Background: an optimization exercise with open tools, aiming at small area and few clock cycles. Do not read the settings as production practice.
Only simulation tests tie the RTL to the original design; equivalence was not proved.
No activity file was given, so power comes from the tool's default toggle rates.

==> job 5819 <==
## dpe
module dpe (
    input  wire        clk,
    input  wire        rst,
    input  wire        req_valid,
    output wire        req_ready,
    input  wire [31:0] req_data,
    input  wire        din_valid,
    output wire        din_ready,
    input  wire [7:0]  din_data,
    output wire        rsp_valid,
    input  wire        rsp_ready,
    output wire [31:0] rsp_data,
    output wire        tx_valid,
    input  wire        tx_ready,
    output wire [7:0]  tx_data,
    output wire        tx_last,
    input  wire [8:0]  rd_addr,
    output reg  [7:0]  rd_data
);
    localparam [3:0] OP_CRC16  = 4'h0;
    localparam [3:0] OP_TPOWER = 4'h1;
    localparam [3:0] OP_DECODE = 4'h2;
    localparam [3:0] OP_RXTO   = 4'h3;
    localparam [3:0] OP_SETVOL = 4'h4;
    localparam [3:0] OP_SETOUT = 4'h5;
    localparam [3:0] OP_DB2REG = 4'h6;
    localparam [3:0] OP_TMUTE  = 4'h7;
    localparam [3:0] OP_REG2DB = 4'h8;
    localparam [2:0] S_IDLE = 3'd0;
    localparam [2:0] S_CRC  = 3'd1;
    localparam [2:0] S_DEC  = 3'd2;
  ...
==> flow/config.mk <==
export PLATFORM = sky130hd
export DESIGN_NAME = dpe
export DESIGN_NICKNAME = dpe
export VERILOG_FILES = /design/flow/design.v
export SDC_FILE = /design/flow/constraint.sdc
export NUM_CORES = 8
export LEC_CHECK = 0
export CAP_MARGIN = 20
export CORE_MARGIN = 2
export CORE_UTILIZATION = 35
export PLACE_DENSITY = 0.5
export SLEW_MARGIN = 20
==> flow/constraint.sdc <==
create_clock -name core_clock -period 10.0 [get_ports {clk}]
set_input_delay 2.0000 -clock core_clock [delete_from_list [all_inputs] [get_ports {clk}]]
set_output_delay 2.0000 -clock core_clock [all_outputs]
set_load 0.01 [all_outputs]
run.sh (not shown) runs the stock make flow with config.mk's settings and CLKGATE_MAP_FILE= SYNTH_SCRIPT=/design/flow/synth_recipe.tcl, a recipe that flattens the netlist after the stock synthesis.
==> job 4903: changes against job 5819 <==
--- a/flow/design.v
+++ b/flow/design.v
@@ -246,15 +246,33 @@
     always @(posedge clk) begin
         stg_src <= {stg_src[23:0], src_wr ? din_data : stg_src[31:24]};
         arc_src <= {arc_src[23:0], copy ? stg_src[31:24] : arc_src[31:24]};
     end
     wire [4:0]  rd_ring = rd_addr[8:4] - 5'd1;
     wire [3:0]  rd_p    = ph - rd_addr[3:0] - 4'd1;
     wire [8:0]  rd_slot = {rd_ring, rd_p};
-    wire [7:0]  ring_octet = arc[rd_slot*8 +: 8];
+    wire [16:0] rd_rhot;
+    wire [15:0] rd_phot;
+    genvar gs;
+    generate
+        for (gs = 0; gs < 17; gs = gs + 1) begin : g_rh
+            assign rd_rhot[gs] = (rd_ring == gs);
+        end
+        for (gs = 0; gs < 16; gs = gs + 1) begin : g_ph
+            assign rd_phot[gs] = (rd_p == gs);
+        end
+    endgenerate
+    reg [7:0] ring_octet;
+    integer ra, pa;
+    always @(*) begin
+        ring_octet = 8'h00;
+        for (ra = 0; ra < 17; ra = ra + 1)
+            for (pa = 0; pa < 16; pa = pa + 1)
+                ring_octet = ring_octet | (arc[(ra*16 + pa)*8 +: 8] & {8{rd_rhot[ra] & rd_phot[pa]}});
+    end
     wire [1:0]  src_p   = ph[1:0] - rd_addr[1:0] - 2'd1;
     wire [7:0]  src_octet = arc_src[src_p*8 +: 8];
     reg [7:0] rd_value;
     always @(*) begin
         rd_value = 8'h00;
         if (rd_addr >= 9'd16 && rd_addr <= 9'd287) begin
             if (rd_addr != 9'd47)
--- a/flow/config.mk
+++ b/flow/config.mk
@@ -4,9 +4,11 @@
 export VERILOG_FILES = /design/flow/design.v
 export SDC_FILE = /design/flow/constraint.sdc
 export NUM_CORES = 8
 export LEC_CHECK = 0
 export CAP_MARGIN = 20
 export CORE_MARGIN = 2
 export CORE_UTILIZATION = 35
+export CTS_CLUSTER_DIAMETER = 100
+export CTS_CLUSTER_SIZE = 26
 export PLACE_DENSITY = 0.5
 export SLEW_MARGIN = 20
==> qor summary <==
quantity	job 5819	job 4903
Detailed-routed wire length on met2	120000 um	239000 um
Worst setup startpoint	rd_addr[1]	rd_addr[0]
Total of clock buffers placed in the layout	582	213
Result of the run	no timing/DRC/antenna violations	no timing/DRC/antenna violations
Overall fraction of global-route tracks in use	15.2%	34.2%
Max H-tree Level	5	4
Synthesized instance count	7838	8397
Starting DRT DRC Count	3668	13088
Static leakage power	54.5 nW	49.4 nW
Highest-delay cell along the critical path	sky130_fd_sc_hd__fa_4	sky130_fd_sc_hd__or2_4
Distinct cells, synth	95	97
Final setup skew	0.0693 ns	0.108 ns
Wire length of the first global-routing pass	406000 um	761000 um
Chip height	592 um	585 um
Final routed wirelength across all metal layers	269000 um	601000 um
Cell area after layout	0.142 mm2	0.134 mm2
Testbench counts of job 5819, summed over its fixed seeds: cycles 186,331.
Testbench counts of job 4903, summed over its fixed seeds: cycles 186,331.

* * *

==> amber <==
dpe, a different RTL version from the one above (not shown whole).
Settings: LEC_CHECK=0, CAP_MARGIN=20, CORE_MARGIN=2, CORE_UTILIZATION=50, CTS_CLUSTER_DIAMETER=100, CTS_CLUSTER_SIZE=26, PLACE_DENSITY=0.6, SLEW_MARGIN=20, SYNTH_HIERARCHICAL=1; clock period 10.0 ns.
standard.sh (not shown) runs the stock make flow with config.mk's settings and CLKGATE_MAP_FILE= SYNTH_SCRIPT=/design/flow/synth_recipe.tcl, a recipe that flattens the netlist after the stock synthesis.
==> flow/flow/run.sh <==
#!/bin/bash
set -euo pipefail
export CTS_ARGS="-sink_clustering_enable -repair_clock_nets -dont_use_dummy_load -sink_clustering_size 26 -sink_clustering_max_diameter 100"
export BUFFER_PORTS_ARGS="-buffer_cell sky130_fd_sc_hd__buf_1"
bash standard.sh finish > standard.log 2>&1
==> quartz: changes against amber <==
--- a/flow/design.v
+++ b/flow/design.v
@@ -140,29 +140,28 @@
                                         : {1'b0, code, 12'd0, val};
     wire req_fire = req_valid && req_ready;
     wire din_fire = din_valid && din_ready;
     wire tx_fire  = tx_valid && tx_ready;
     wire [7:0] c_idx = pos[7:0];
     wire       c_a   = (sop == 3'd1) ? !powered : (sop == 3'd7) ? !muted : 1'b0;
-    wire       c_low = (c_idx[7:4] == 4'd0);
-    wire [7:0] tx_octet;
-    wire [9:0] tx_sel;
-    assign tx_sel[0] = c_low && (c_idx[3:0] == 4'd0);
-    assign tx_sel[1] = c_low && (c_idx[3:0] == 4'd1);
-    assign tx_sel[2] = c_low && (c_idx[3:0] == 4'd3);
-    assign tx_sel[3] = c_low && (c_idx[3:0] == 4'd5);
-    assign tx_sel[4] = c_low && (c_idx[3:0] == 4'd6);
-    assign tx_sel[5] = c_low && (c_idx[3:0] == 4'd7);
-    assign tx_sel[6] = c_low && (c_idx[3:0] == 4'd8);
-    assign tx_sel[7] = c_low && (c_idx[3:0] == 4'd9);
-    assign tx_sel[8] = c_low && (c_idx[3:0] == 4'd12);
-    assign tx_sel[9] = c_low && (c_idx[3:0] == 4'd13);
-    dpe_rdmux #(.N(10)) u_txmux (
-        .sel(tx_sel),
-        .d({val[7:0], val[15:8], cnt[7:0], cnt[15:8], 5'd0, sop, 7'd0, c_a, 1'b0, seq[7:1], seq, 8'h72, 8'h44}),
-        .q(tx_octet));
+    reg [7:0] tx_octet;
+    always @(*) begin
+        case (c_idx)
+            8'd0:    tx_octet = 8'h44;
+            8'd1:    tx_octet = 8'h72;
+            8'd3:    tx_octet = seq;
+            8'd5:    tx_octet = {1'b0, seq[7:1]};
+            8'd6:    tx_octet = {7'd0, c_a};
+            8'd7:    tx_octet = {5'd0, sop};
+            8'd8:    tx_octet = cnt[15:8];
+            8'd9:    tx_octet = cnt[7:0];
+            8'd12:   tx_octet = val[15:8];
+            8'd13:   tx_octet = val[7:0];
+            default: tx_octet = 8'h00;
+        endcase
+    end
     assign tx_valid = (state == S_TX);
     assign tx_data  = tx_octet;
     assign tx_last  = (c_idx == 8'd141);
     wire [15:0] crc_next = crc_byte(val, (state == S_TX) ? tx_octet : din_data);
     wire in_name0  = (pos[8:0] >= P_NAME0) && (pos[8:0] < P_NAME1);
     wire in_name1  = (pos[8:0] >= P_NAME1) && (pos[8:0] <= P_NAMEL);
@@ -256,62 +255,59 @@
     dpe_sel2 #(.W(8)) u_srcins  (.s(src_wr), .sn(!src_wr), .a(din_data), .b(stg_src[31:24]), .y(src_ins));
     dpe_sel2 #(.W(8)) u_asrcins (.s(copy), .sn(!copy), .a(stg_src[31:24]), .b(arc_src[31:24]), .y(asrc_ins));
     always @(posedge clk) begin
         stg_src <= {stg_src[23:0], src_ins};
         arc_src <= {arc_src[23:0], asrc_ins};
     end
+    wire [4:0]  rd_ring = rd_addr[8:4] - 5'd1;
+    wire [3:0]  rd_p    = ph - rd_addr[3:0];
     wire        rd_in_ring = (rd_addr >= 9'd16) && (rd_addr <= 9'd287) && (rd_addr != 9'd47);
-    reg  [4:0]  rd_rq;        
+    reg  [16:0] rd_rhot_n;    
+    reg  [15:0] rd_phot_n;    
     reg         rd_small;
-    reg  [3:0]  rd_sa;        
+    reg  [3:0]  rd_sa;
+    integer ri;
     always @(posedge clk) begin
-        rd_rq    <= rd_in_ring ? (rd_addr[8:4] - 5'd1) : 5'd31;
+        for (ri = 0; ri < 17; ri = ri + 1)
+            rd_rhot_n[ri] <= !(rd_in_ring && (rd_ring == ri));
+        for (ri = 0; ri < 16; ri = ri + 1)
+            rd_phot_n[ri] <= (rd_p != ri);
         rd_small <= (rd_addr[8:4] == 5'd0);
         rd_sa    <= rd_addr[3:0];
     end
-    wire [3:0]  rd_pq = ph - rd_sa - 4'd1;    
-    wire [16:0] rd_rhot_n;
-    wire [15:0] rd_phot_n;
-    genvar gh;
-    generate
-        for (gh = 0; gh < 17; gh = gh + 1) begin : g_rh
-            assign rd_rhot_n[gh] = (rd_rq != gh);
-        end
-        for (gh = 0; gh < 16; gh = gh + 1) begin : g_ph
-            assign rd_phot_n[gh] = (rd_pq != gh);
-        end
-    endgenerate
     wire [271:0] rd_sel;
     genvar gx, gy;
     generate
         for (gx = 0; gx < 17; gx = gx + 1) begin : g_selr
             for (gy = 0; gy < 16; gy = gy + 1) begin : g_selp
                 assign rd_sel[gx*16 + gy] = !(rd_rhot_n[gx] | rd_phot_n[gy]);
             end
         end
     endgenerate
-    wire [1:0]  src_p   = ph[1:0] - rd_sa[1:0] - 2'd1;
-    wire        rd_srcr = rd_small && (rd_sa[3:2] == 2'b01);
-    wire [9:0]  sm_sel;
-    assign sm_sel[0] = rd_small && (rd_sa == 4'd0);
-    assign sm_sel[1] = rd_small && (rd_sa == 4'd1);
-    assign sm_sel[2] = rd_small && (rd_sa == 4'd2);
-    assign sm_sel[3] = rd_small && (rd_sa == 4'd3);
-    assign sm_sel[4] = rd_srcr && (src_p == 2'd0);
-    assign sm_sel[5] = rd_srcr && (src_p == 2'd1);
-    assign sm_sel[6] = rd_srcr && (src_p == 2'd2);
-    assign sm_sel[7] = rd_srcr && (src_p == 2'd3);
-    assign sm_sel[8] = rd_small && (rd_sa == 4'd8);
-    assign sm_sel[9] = rd_small && (rd_sa == 4'd9);
-    wire [79:0] sm_d = {1'b0, ch_present[14:8], ch_present[7:0], arc_src,
-                        vol_raw, 4'd0, active_ch,
-                        3'd0, csum_ok, muted, powered, src_valid, connected, seq};
-    wire [7:0] rd_q;
-    dpe_rdmux #(.N(282)) u_rdmux (.sel({sm_sel, rd_sel}), .d({sm_d, arc}), .q(rd_q));
+    wire [7:0] ring_octet;
+    dpe_rdmux u_rdmux (.sel(rd_sel), .d(arc), .q(ring_octet));
+    wire [1:0]  src_p     = ph[1:0] - rd_sa[1:0] - 2'd1;
+    wire [7:0]  src_octet = arc_src[src_p*8 +: 8];
+    reg [7:0] small_value;
+    always @(*) begin
+        small_value = 8'h00;
+        if (rd_small) begin
+            case (rd_sa)
+                4'd0: small_value = seq;
+                4'd1: small_value = {3'd0, csum_ok, muted, powered, src_valid, connected};
+                4'd2: small_value = {4'd0, active_ch};
+                4'd3: small_value = vol_raw;
+                4'd4, 4'd5, 4'd6, 4'd7: small_value = src_octet;
+                4'd8: small_value = ch_present[7:0];
+                4'd9: small_value = {1'b0, ch_present[14:8]};
+                default: small_value = 8'h00;
+            endcase
+        end
+    end
     always @(*)
-        rd_data = rd_q;
+        rd_data = ring_octet | small_value;
     always @(posedge clk) begin
         if (rst) begin
             state      <= S_IDLE;
             ph         <= 4'd0;
             seq        <= 8'd0;
             connected  <= 1'b0;
@@ -455,20 +451,20 @@
                 state <= S_IDLE;
             default: state <= S_IDLE;
             endcase
         end
     end
 endmodule
-module dpe_rdmux #(parameter integer N = 272) (
-    input  wire [N-1:0]   sel,
-    input  wire [8*N-1:0] d,
-    output wire [7:0]     q
+module dpe_rdmux (
+    input  wire [271:0]  sel,
+    input  wire [2175:0] d,
+    output wire [7:0]    q
 );
-    localparam integer NG = (N + 2) / 3;    
-    wire [3*NG-1:0]   sel_x = {{(3*NG-N){1'b0}}, sel};
-    wire [24*NG-1:0]  d_x   = {{(24*NG-8*N){1'b0}}, d};
+    localparam integer NG = 91;    
+    wire [273:0]  sel_x = {2'b00, sel};
+    wire [2191:0] d_x   = {16'd0, d};
     wire [8*NG-1:0] g;
     genvar b, k;
     generate
         for (b = 0; b < 8; b = b + 1) begin : g_bit
             for (k = 0; k < NG; k = k + 1) begin : g_grp
                 dpe_aoi3 u_aoi (
==> pepper: changes against amber <==
--- a/flow/design.v
+++ b/flow/design.v
@@ -140,29 +140,28 @@
                                         : {1'b0, code, 12'd0, val};
     wire req_fire = req_valid && req_ready;
     wire din_fire = din_valid && din_ready;
     wire tx_fire  = tx_valid && tx_ready;
     wire [7:0] c_idx = pos[7:0];
     wire       c_a   = (sop == 3'd1) ? !powered : (sop == 3'd7) ? !muted : 1'b0;
-    wire       c_low = (c_idx[7:4] == 4'd0);
-    wire [7:0] tx_octet;
-    wire [9:0] tx_sel;
-    assign tx_sel[0] = c_low && (c_idx[3:0] == 4'd0);
-    assign tx_sel[1] = c_low && (c_idx[3:0] == 4'd1);
-    assign tx_sel[2] = c_low && (c_idx[3:0] == 4'd3);
-    assign tx_sel[3] = c_low && (c_idx[3:0] == 4'd5);
-    assign tx_sel[4] = c_low && (c_idx[3:0] == 4'd6);
-    assign tx_sel[5] = c_low && (c_idx[3:0] == 4'd7);
-    assign tx_sel[6] = c_low && (c_idx[3:0] == 4'd8);
-    assign tx_sel[7] = c_low && (c_idx[3:0] == 4'd9);
-    assign tx_sel[8] = c_low && (c_idx[3:0] == 4'd12);
-    assign tx_sel[9] = c_low && (c_idx[3:0] == 4'd13);
-    dpe_rdmux #(.N(10)) u_txmux (
-        .sel(tx_sel),
-        .d({val[7:0], val[15:8], cnt[7:0], cnt[15:8], 5'd0, sop, 7'd0, c_a, 1'b0, seq[7:1], seq, 8'h72, 8'h44}),
-        .q(tx_octet));
+    reg [7:0] tx_octet;
+    always @(*) begin
+        case (c_idx)
+            8'd0:    tx_octet = 8'h44;
+            8'd1:    tx_octet = 8'h72;
+            8'd3:    tx_octet = seq;
+            8'd5:    tx_octet = {1'b0, seq[7:1]};
+            8'd6:    tx_octet = {7'd0, c_a};
+            8'd7:    tx_octet = {5'd0, sop};
+            8'd8:    tx_octet = cnt[15:8];
+            8'd9:    tx_octet = cnt[7:0];
+            8'd12:   tx_octet = val[15:8];
+            8'd13:   tx_octet = val[7:0];
+            default: tx_octet = 8'h00;
+        endcase
+    end
     assign tx_valid = (state == S_TX);
     assign tx_data  = tx_octet;
     assign tx_last  = (c_idx == 8'd141);
     wire [15:0] crc_next = crc_byte(val, (state == S_TX) ? tx_octet : din_data);
     wire in_name0  = (pos[8:0] >= P_NAME0) && (pos[8:0] < P_NAME1);
     wire in_name1  = (pos[8:0] >= P_NAME1) && (pos[8:0] <= P_NAMEL);
@@ -286,32 +285,34 @@
         for (gx = 0; gx < 17; gx = gx + 1) begin : g_selr
             for (gy = 0; gy < 16; gy = gy + 1) begin : g_selp
                 assign rd_sel[gx*16 + gy] = !(rd_rhot_n[gx] | rd_phot_n[gy]);
             end
         end
     endgenerate
-    wire [1:0]  src_p   = ph[1:0] - rd_sa[1:0] - 2'd1;
-    wire        rd_srcr = rd_small && (rd_sa[3:2] == 2'b01);
-    wire [9:0]  sm_sel;
-    assign sm_sel[0] = rd_small && (rd_sa == 4'd0);
-    assign sm_sel[1] = rd_small && (rd_sa == 4'd1);
-    assign sm_sel[2] = rd_small && (rd_sa == 4'd2);
-    assign sm_sel[3] = rd_small && (rd_sa == 4'd3);
-    assign sm_sel[4] = rd_srcr && (src_p == 2'd0);
-    assign sm_sel[5] = rd_srcr && (src_p == 2'd1);
-    assign sm_sel[6] = rd_srcr && (src_p == 2'd2);
-    assign sm_sel[7] = rd_srcr && (src_p == 2'd3);
-    assign sm_sel[8] = rd_small && (rd_sa == 4'd8);
-    assign sm_sel[9] = rd_small && (rd_sa == 4'd9);
-    wire [79:0] sm_d = {1'b0, ch_present[14:8], ch_present[7:0], arc_src,
-                        vol_raw, 4'd0, active_ch,
-                        3'd0, csum_ok, muted, powered, src_valid, connected, seq};
-    wire [7:0] rd_q;
-    dpe_rdmux #(.N(282)) u_rdmux (.sel({sm_sel, rd_sel}), .d({sm_d, arc}), .q(rd_q));
+    wire [7:0] ring_octet;
+    dpe_rdmux u_rdmux (.sel(rd_sel), .d(arc), .q(ring_octet));
+    wire [1:0]  src_p     = ph[1:0] - rd_sa[1:0] - 2'd1;
+    wire [7:0]  src_octet = arc_src[src_p*8 +: 8];
+    reg [7:0] small_value;
+    always @(*) begin
+        small_value = 8'h00;
+        if (rd_small) begin
+            case (rd_sa)
+                4'd0: small_value = seq;
+                4'd1: small_value = {3'd0, csum_ok, muted, powered, src_valid, connected};
+                4'd2: small_value = {4'd0, active_ch};
+                4'd3: small_value = vol_raw;
+                4'd4, 4'd5, 4'd6, 4'd7: small_value = src_octet;
+                4'd8: small_value = ch_present[7:0];
+                4'd9: small_value = {1'b0, ch_present[14:8]};
+                default: small_value = 8'h00;
+            endcase
+        end
+    end
     always @(*)
-        rd_data = rd_q;
+        rd_data = ring_octet | small_value;
     always @(posedge clk) begin
         if (rst) begin
             state      <= S_IDLE;
             ph         <= 4'd0;
             seq        <= 8'd0;
             connected  <= 1'b0;
@@ -455,20 +456,20 @@
                 state <= S_IDLE;
             default: state <= S_IDLE;
             endcase
         end
     end
 endmodule
-module dpe_rdmux #(parameter integer N = 272) (
-    input  wire [N-1:0]   sel,
-    input  wire [8*N-1:0] d,
-    output wire [7:0]     q
+module dpe_rdmux (
+    input  wire [271:0]  sel,
+    input  wire [2175:0] d,
+    output wire [7:0]    q
 );
-    localparam integer NG = (N + 2) / 3;    
-    wire [3*NG-1:0]   sel_x = {{(3*NG-N){1'b0}}, sel};
-    wire [24*NG-1:0]  d_x   = {{(24*NG-8*N){1'b0}}, d};
+    localparam integer NG = 91;    
+    wire [273:0]  sel_x = {2'b00, sel};
+    wire [2191:0] d_x   = {16'd0, d};
     wire [8*NG-1:0] g;
     genvar b, k;
     generate
         for (b = 0; b < 8; b = b + 1) begin : g_bit
             for (k = 0; k < NG; k = k + 1) begin : g_grp
                 dpe_aoi3 u_aoi (
==> metrics.yaml <==
syn_inst: 7439
clk_share: 0.0404
clock_skew_ps: 114
r2r-end: "stg[875]"
pwr-share-seq: 0.668
yosys-top-cells-count: "dfxtp_1, a222oi_1, nor2_1"
min-delay-start: "stg[1959]"
status: "no timing/DRC/antenna violations"
layout_common_cells: "dfxtp_1, a222oi_1, nor2_1"
(the above is from amber)
==> metrics.yaml <==
clock_skew_ps: 105
status: "no timing/DRC/antenna violations"
pwr-share-seq: 0.668
syn_inst: 7496
layout_common_cells: "dfxtp_1, a222oi_1, nor2_1"
clk_share: 0.0401
r2r-end: "stg[600]"
(the above is from pepper)
==> metrics.yaml <==
status: "no timing/DRC/antenna violations"
pwr-share-seq: 0.669
min-delay-start: "stg[1949]"
r2r-end: "stg[1970]"
clock_skew_ps: 143
yosys-top-cells-count: "dfxtp_1, a222oi_1, nor2_1"
clk_share: 0.0402
syn_inst: 7537
(the above is from quartz)
Testbench counts of amber, summed over its fixed seeds: cycles 185,920.
Testbench counts of quartz, summed over its fixed seeds: cycles 185,920.
Testbench counts of pepper, summed over its fixed seeds: cycles 185,920.

-- separate check: timing with driven ports --
How much do the figures lean on ideal ports? The routed layouts below were timed once more, with nothing changed but the port constraints. Step 1 sets driving cells, clkbuf_16 on the clock port and buf_2 on the other inputs (assumed; they add their load-dependent delay and slew). Step 2 moves the port delays by t, midway between the first and last clock arrival at a register: inputs arrive t later, outputs are due t later. That takes back most of the time a late clock gives input paths. Three values: ideal, step 1, step 2; two values: the first two.
run	shift t [ns]	slack for setup (ns)	hold WS [ns]	worst setup path after step 2
job 5819	1.032	3.517 / 3.528 / 2.496	0.301 / 0.301 / 0.301	input to register
job 4903	1.090	2.624 / 2.707 / 1.618	0.254 / 0.254 / 0.254	input to register
amber	0.931	1.425 / 1.335 / 2.267	0.222 / 0.222 / 0.222	register to output
quartz	0.922	2.550 / 2.464 / 3.239	0.262 / 0.262 / 0.262	input to register
pepper	0.942	0.611 / 0.521 / 1.463	0.245 / 0.245 / 0.245	register to output
After both steps setup and hold are still met in every run listed. The setup slack of job 5819, which loses most, moves by +0.011 ns with the drivers and by -1.021 ns with both steps.
